Context: an optimization exercise on an open-source flow, tuned for small area. The choices shown serve that exercise and are no tape-out recipe.
No activity file was given, so power comes from the tool's default toggle rates.

## job 1748
==> flow/design.v <==
module trit_tx (
    input  wire        clk,
    input  wire        rst,           
    input  wire        tick,          
    input  wire        cmd_valid,
    output wire        cmd_ready,
    input  wire [2:0]  cmd_op,
    input  wire [4:0]  cmd_ntrits,    
    input  wire [23:0] cmd_trits,     
    input  wire [15:0] cmd_period,
    input  wire [7:0]  cmd_replog,
    input  wire [31:0] cmd_a,         
    input  wire [31:0] cmd_b,         
    input  wire [2:0]  cmd_pin,
    output reg         rsp_valid,
    output reg  [2:0]  rsp_status,
    output reg  [31:0] rsp_word,
    output reg         rsp_same,
    output reg  [7:0]  pin_out
);
    localparam [2:0] S_OK              = 3'd0;
    localparam [2:0] S_E_OP_RESERVED   = 3'd1;
    localparam [2:0] S_E_TRIT_COUNT    = 3'd2;
    localparam [2:0] S_E_PERIOD_RANGE  = 3'd3;
    localparam [2:0] S_E_REPEAT_RANGE  = 3'd4;
    localparam [2:0] S_E_PAYLOAD_RANGE = 3'd5;
    localparam [2:0] S_E_RESERVED_CODE = 3'd6;
    localparam [1:0] PH_IDLE  = 2'd0;
    localparam [1:0] PH_WRITE = 2'd1;
    localparam [1:0] PH_WAIT  = 2'd2;
    localparam [1:0] PH_FINAL = 2'd3;
    function has_reserved_code(input [19:0] pl);
        integer i;
        begin
            has_reserved_code = 1'b0;
            for (i = 0; i < 10; i = i + 1)
                if (pl[2*i +: 2] == 2'b01)
                    has_reserved_code = 1'b1;
        end
    endfunction
    wire count_ok   = (cmd_ntrits == 5'd12);
    wire period_ok  = (cmd_period[15:9] == 7'd0);
    wire replog_ok  = (cmd_replog[7:3] == 5'd0);
    wire pa_ok      = (cmd_a[31:20] == 12'd0);
    wire pb_ok      = (cmd_b[31:20] == 12'd0);
    wire a_code_ok  = !has_reserved_code(cmd_a[19:0]);
    wire b_code_ok  = !has_reserved_code(cmd_b[19:0]);
    reg [2:0] cmd_status;
    always @(*) begin
        cmd_status = S_OK;
        case (cmd_op)
            3'd0, 3'd4: begin
                if (!count_ok)       cmd_status = S_E_TRIT_COUNT;
                else if (!period_ok) cmd_status = S_E_PERIOD_RANGE;
                else if (!replog_ok) cmd_status = S_E_REPEAT_RANGE;
            end
            3'd1, 3'd2: cmd_status = S_OK;
            3'd3: begin
                if (!a_code_ok)      cmd_status = S_E_RESERVED_CODE;
            end
            3'd5: begin
                if (!period_ok)      cmd_status = S_E_PERIOD_RANGE;
                else if (!replog_ok) cmd_status = S_E_REPEAT_RANGE;
                else if (!pa_ok)     cmd_status = S_E_PAYLOAD_RANGE;
                else if (!pb_ok)     cmd_status = S_E_PAYLOAD_RANGE;
                else if (!a_code_ok) cmd_status = S_E_RESERVED_CODE;
                else if (!b_code_ok) cmd_status = S_E_RESERVED_CODE;
            end
            default:                 cmd_status = S_E_OP_RESERVED;
        endcase
    end
    wire ok      = (cmd_status == S_OK);
    wire is_send = (cmd_op == 3'd3) || (cmd_op == 3'd4) || (cmd_op == 3'd5);
    wire go      = is_send && ok;
    wire [11:0] hi_val = (cmd_op[0] && !cmd_op[2]) ? cmd_a[31:20] :
                         !cmd_op[1] ? {cmd_period[8:0], cmd_replog[2:0]} : 12'd0;
    wire [19:0] lo_val = cmd_op[0] ? cmd_a[19:0] :
                         !cmd_op[1] ? cmd_trits[19:0] : 20'd0;
    wire [31:0] word_val = ok ? {hi_val, lo_val} : 32'd0;
    wire [3:0]  x_val = go ? ((cmd_op == 3'd4) ? cmd_trits[23:20] : 4'd0)
                           : {cmd_status, (cmd_op == 3'd2) && (cmd_a[19:0] == cmd_b[19:0])};
    reg [1:0]  phase;
    reg        pair;          
    reg [6:0]  rep;           
    reg [3:0]  elem;          
    reg        seg;           
    reg [8:0]  wtk;           
    reg [4:0]  wper;          
    reg [2:0]  pin;
    reg [19:0] body_b;
    assign cmd_ready = (phase == PH_IDLE);
    wire accept = cmd_valid && cmd_ready;
    wire [8:0]  per    = rsp_word[31:23];
    wire [2:0]  rlog   = rsp_word[22:20];
    wire [23:0] body   = {rsp_status, rsp_same, rsp_word[19:0]};
    wire [1:0]  code   = body[(24 - 2 * elem) +: 2];
    wire        sync   = (elem == 4'd0);
    reg [4:0] seg_km1;
    always @(*) begin
        if (sync)                seg_km1 = seg ? 5'd30 : 5'd0;
        else if (code == 2'b11)  seg_km1 = seg ? 5'd0  : 5'd4;
        else if (code == 2'b10)  seg_km1 = seg ? 5'd3  : 5'd1;
        else                     seg_km1 = seg ? 5'd4  : 5'd0;
    end
    wire [6:0] rmask    = ~(7'h7f << rlog);
    wire       last_rep = ((rep | ~rmask) == 7'h7f);
    wire       last_elem = (elem == 4'd12);
    wire       wdone    = (wtk == 9'd0);
    wire       reload   = (wtk == 9'd1) && (wper != 5'd0);
    wire in_write = (phase == PH_WRITE);
    wire in_wait  = (phase == PH_WAIT);
    wire in_final = (phase == PH_FINAL);
    wire wait_end = in_wait && wdone;
    wire swap     = wait_end && seg && last_elem && last_rep && pair;
    always @(posedge clk) begin
        if (rst) begin
            phase     <= PH_IDLE;
            rsp_valid <= 1'b0;
            pin_out   <= 8'd0;
        end else begin
            rsp_valid <= in_final || (accept && !go);
            if (phase[0])
                pin_out[pin] <= ~seg;
            case (phase)
                PH_IDLE:  if (accept && go) phase <= PH_WRITE;
                PH_WRITE: phase <= PH_WAIT;
                PH_WAIT:  if (wdone)
                              phase <= (seg && last_elem && last_rep && !pair) ? PH_FINAL : PH_WRITE;
                default:  phase <= PH_IDLE;
            endcase
        end
    end
    always @(posedge clk) begin
        if (phase == PH_IDLE) begin
            rsp_word   <= word_val;
            {rsp_status, rsp_same} <= x_val;
            pin        <= cmd_pin;
            body_b     <= cmd_b[19:0];
            pair       <= (cmd_op == 3'd5);
        end else if (in_final) begin
            rsp_word   <= 32'd0;
            {rsp_status, rsp_same} <= 4'd0;
        end else if (swap) begin
            rsp_word[19:0] <= body_b;
            pair           <= 1'b0;
        end
    end
    always @(posedge clk) begin
        if (phase == PH_IDLE) begin
            seg  <= 1'b0;
            elem <= 4'd0;
            rep  <= 7'd0;
        end else if (in_write) begin
            wtk  <= per;
            wper <= seg_km1;
        end else if (in_wait) begin
            if (wdone) begin
                if (!seg) begin
                    seg <= 1'b1;
                end else if (!last_elem) begin
                    seg  <= 1'b0;
                    elem <= elem + 4'd1;
                end else if (!last_rep) begin
                    seg  <= 1'b0;
                    elem <= 4'd0;
                    rep  <= rep + 7'd1;
                end else if (pair) begin
                    seg  <= 1'b0;
                    elem <= 4'd0;
                    rep  <= 7'd0;
                end
            end else if (tick) begin
                if (reload) begin
                    wtk  <= per;
                    wper <= wper - 5'd1;
                end else begin
                    wtk  <= wtk - 9'd1;
                end
            end
        end
    end
endmodule
export LEC_CHECK = 0
export ABC_AREA = 1
export CAP_MARGIN = 20
export CORE_MARGIN = 2
export CORE_UTILIZATION = 40
export CTS_BUF_LIST = sky130_fd_sc_hd__clkbuf_8
export SLEW_MARGIN = 20
create_clock -name core_clock -period 10.0 [get_ports {clk}]
run.sh (not shown) runs the stock make flow with config.mk's settings and CLKGATE_MAP_FILE= SYNTH_SCRIPT=/design/flow/synth_recipe.tcl, a recipe that flattens the netlist after the stock synthesis.
Job 1748 completed; timing, DRC and antenna clean
The inputs of job 4137 differ from those of job 1748 as listed below.
Settings: clearing CTS_BUF_LIST, which used to be sky130_fd_sc_hd__clkbuf_8.
==> flow/flow/run.sh (new file) <==
#!/bin/bash
# Standard ORFS layout with two changes: the port buffers use the smallest
# buffer cell, and CTS inserts no dummy loads.
set -euo pipefail
export BUFFER_PORTS_ARGS="-buffer_cell sky130_fd_sc_hd__buf_1"
export CTS_ARGS="-sink_clustering_enable -repair_clock_nets -dont_use_dummy_load -buf_list sky130_fd_sc_hd__clkbuf_8"
bash standard.sh finish > flow.log 2>&1
==> flow/standard.sh (new file) <==
#!/bin/bash
# synth_recipe.tcl (not shown) runs the flow's synth.tcl, then flattens the netlist and writes it again
# the make line also repeats each setting of config.mk as NAME=value (left out here)
make -C /OpenROAD-flow-scripts/flow DESIGN_CONFIG=/design/flow/config.mk WORK_HOME=/design/flow/orfs CLKGATE_MAP_FILE= SYNTH_SCRIPT=/design/flow/synth_recipe.tcl "${@:-finish}"
removed: flow/run.sh
Compared to job 1748, job 4137 has static power due to leakage about 16% lower. On job 4137: proportion of layout cells with a drive suffix above 1 is 0.65 points lower than what job 1748 gave. Job 4137 vs job 1748 — via count dropped slightly. The wire length per cell after detailed routing in job 4137 was lower than what job 1748 gave. Job 4137 finished every step from synthesis to the final layout, and the layout passed the timing, design-rule and antenna checks. Job 1748 → job 4137: cell depth of the worst setup path has remained practically unchanged; wire length decreased 7.6%.
No run of this note included a check of the RTL's function; only the layout flow was run.

==> re-timing with driven ports <==
Ports are ideal in the flow. The routed layouts listed here were re-timed in OpenROAD. Step 1 (the two cells are an assumption about what drives the block):
set clk [get_ports {clk}]
set_driving_cell -lib_cell sky130_fd_sc_hd__clkbuf_16 $clk
set_driving_cell -lib_cell sky130_fd_sc_hd__buf_2 [delete_from_list [all_inputs] $clk]
Step 2 moves the port delays by t, midway between the first and last clock arrival at a register: inputs arrive t later, outputs are due t later. That takes back most of the time a late clock gives input paths. a / b / c = ideal ports / drivers / drivers and shift; a / b = the first two.
run	t (ns)	slack for setup (ns)	hold WS [ns]	slew at the worst register clock pin (ns)
job 1748	0.405	4.892 / 4.905 / 4.499	0.474 / 0.474 / 0.474	0.10 / 0.10
job 4137	0.398	5.186 / 5.194 / 4.796	0.475 / 0.475 / 0.475	0.11 / 0.11
After both steps every run listed still meets setup and hold. The setup slack of job 1748, which loses most, moves by +0.013 ns with the drivers and by -0.393 ns with both steps.
